Context: an optimization exercise on an open-source flow, tuned for small area and a short achievable clock period. The choices shown serve that exercise and are no tape-out recipe. The RTL was checked by simulation tests, not by an equivalence proof against the original design. Power figures rest on the tool's default switching activity, not on a simulated workload.

== run A ==
==> flow/design.v (excerpt) <==
module rbc_ring_calc (
    input  wire        clk,
    input  wire        rst,
    input  wire        in_valid,
    output wire        in_ready,
    input  wire [31:0] in_cmd,        
    input  wire [31:0] in_arg0,       
    input  wire [31:0] in_arg1,       
    input  wire [31:0] in_arg2,       
    input  wire        in_bound,      
    input  wire        in_grant,      
    input  wire        in_role,       
    input  wire [3:0]  in_kind,       
    input  wire [31:0] in_slots,      
    input  wire [31:0] in_base,       
    input  wire [31:0] in_grant_wr,   
    input  wire [31:0] in_grant_n,    
    input  wire [31:0] in_rd,
    input  wire [31:0] in_wr,
    output reg         out_valid,
    input  wire        out_ready,
    output wire [3:0]  out_err,       
    output wire [31:0] out_info,      
    output wire [31:0] out_res0,      
    output wire [31:0] out_res1,
    output wire [31:0] out_res2,
    output wire [31:0] out_first,     
    output wire [31:0] out_second,    
    output wire [31:0] out_addr0,
    output wire [31:0] out_addr1,
    output wire [31:0] out_addr2,
    output wire        out_store,     
    output wire [31:0] out_store_val  
);
    localparam [3:0] E_NONE          = 4'd0;
    localparam [3:0] E_ILLEGAL_CMD   = 4'd1;
    localparam [3:0] E_NOT_BOUND     = 4'd2;
    localparam [3:0] E_ROLE          = 4'd3;
    localparam [3:0] E_ALIGN         = 4'd5;
    localparam [3:0] E_BUS           = 4'd6;
    localparam [3:0] E_TYPE_MISMATCH = 4'd7;
    localparam [3:0] E_SIZE_OVERFLOW = 4'd9;
    localparam [3:0] E_INDEX_RANGE   = 4'd10;
    localparam [3:0] E_GRANT_PENDING = 4'd11;
    localparam [3:0] E_NO_GRANT      = 4'd12;
    localparam [3:0] E_COMMIT_RANGE  = 4'd13;
    function [1:0] esize_log2(input [3:0] kind);
        case (kind)
            4'd0, 4'd1, 4'd2:       esize_log2 = 2'd0;
  ...
Size in the first run: roughly 170 flip-flops, roughly 660 I/O pins.
export LEC_CHECK = 0
export ABC_AREA = 1
export CAP_MARGIN = 20
export CORE_MARGIN = 2
export CORE_UTILIZATION = 50
export SLEW_MARGIN = 20
create_clock -name core_clock -period 30.0 [get_ports {clk}]
standard.sh (not shown) runs the stock make flow with config.mk's settings and CLKGATE_MAP_FILE= SYNTH_SCRIPT=/design/flow/synth_recipe.tcl, a recipe that flattens the netlist after the stock synthesis.
==> flow/flow/run.sh <==
#!/bin/bash
set -euo pipefail
export BUFFER_PORTS_ARGS="-buffer_cell sky130_fd_sc_hd__buf_1"
export SETUP_SLACK_MARGIN=17.6
export SKIP_GATE_CLONING=1
bash standard.sh > standard_flow.log 2>&1
Inputs modified between run A and run B:
Settings: SLEW_MARGIN: 20 -> 40; CAP_MARGIN: 20 -> 40.
### Flow results
On flip-flop and latch count, run A and run B are neck and neck.
Across both runs, via count of the first global-routing pass was lower for run B than for run A.
Re minimum hold slack: run B is 0.23 ns down on run A.
Number of non-clock buffers shrinks by a few percent when moving from run A to run B.
Sort run A and run B by total placed instance area asc -> top: run A
Combinational cell fraction of total power came out lower on run B than on run A.
Input-level comparison between run C and run B:
Settings: a change of SLEW_MARGIN from 40 to 20; a change of CAP_MARGIN from 40 to 20.
==> flow/flow/run.sh <==
#!/bin/bash
set -euo pipefail
export BUFFER_PORTS_ARGS="-buffer_cell sky130_fd_sc_hd__buf_1"
export SETUP_SLACK_MARGIN=17.6
bash standard.sh > standard_flow.log 2>&1
Summary of run C over run B: proportion of cell area spent on the clock network about even, share of the clock period used by the worst path fell 0.35 points, proportion of cell area occupied by multi-input gates about even, total number of clock tree sinks about even. Critical path data required time essentially unchanged between run B and run C. Run C was carried through to the last stage, and its layout satisfied the timing, design-rule and antenna checks. Changes observed in run C relative to run B: overall power of the completed layout essentially unchanged, worst path setup slack after routing went up by 0.10 ns, final cell count ~0 delta, worst hold margin went up 0.24 ns. Between run B and run C, the total wire length does not differ in any meaningful way.
Modified inputs, run D compared to run C
Settings: CORE_UTILIZATION: 50 -> 40.
==> flow/flow/run.sh <==
#!/bin/bash
set -euo pipefail
export BUFFER_PORTS_ARGS="-buffer_cell sky130_fd_sc_hd__buf_1"
export SETUP_SLACK_MARGIN=17.5
bash standard.sh > standard_flow.log 2>&1
### Flow results
- Run D finished all stages; however, its layout fails the closing checks, the failures being max-capacitance violations, max-slew violations.
- Looking at post-route core utilization, run D sits below run C.
- Compared with run C, in run D post-route clock period utilization closely matched the old numbers, time the final worst path needs with I/O delays and setup has decreased, number of detailed-route iterations in the first pass has decreased.

[static timing again, ports no longer ideal]
Ports are ideal in the flow. The routed layouts listed here were re-timed in OpenROAD.
Step 1 assumes that a clkbuf_16 drives the clock port and a buf_2 every other input.
Step 2 adds t to the input delays and takes it off the output delays; t is the mean of the earliest and latest rising clock arrival at the registers after step 1. Input paths then give back, and output paths get back, about the clock's delay inside the block.
Slacks: no drivers / after step 1 / after step 2; pairs: no drivers / after step 1.
| run | shift t [ns] | setup slack, ns | worst setup path after step 2 |
|---|---|---|---|
| run A | 0.597 | 17.476 / 17.524 / 16.927 | input to register |
| run B | 0.592 | 17.540 / 17.583 / 16.991 | input to register |
| run C | 0.593 | 17.644 / 17.694 / 17.101 | input to register |
| run D | 0.619 | 17.679 / 17.531 / 16.911 | input to register |
The setup slack of run D, which loses most, moves by -0.148 ns with the drivers and by -0.768 ns with both steps.
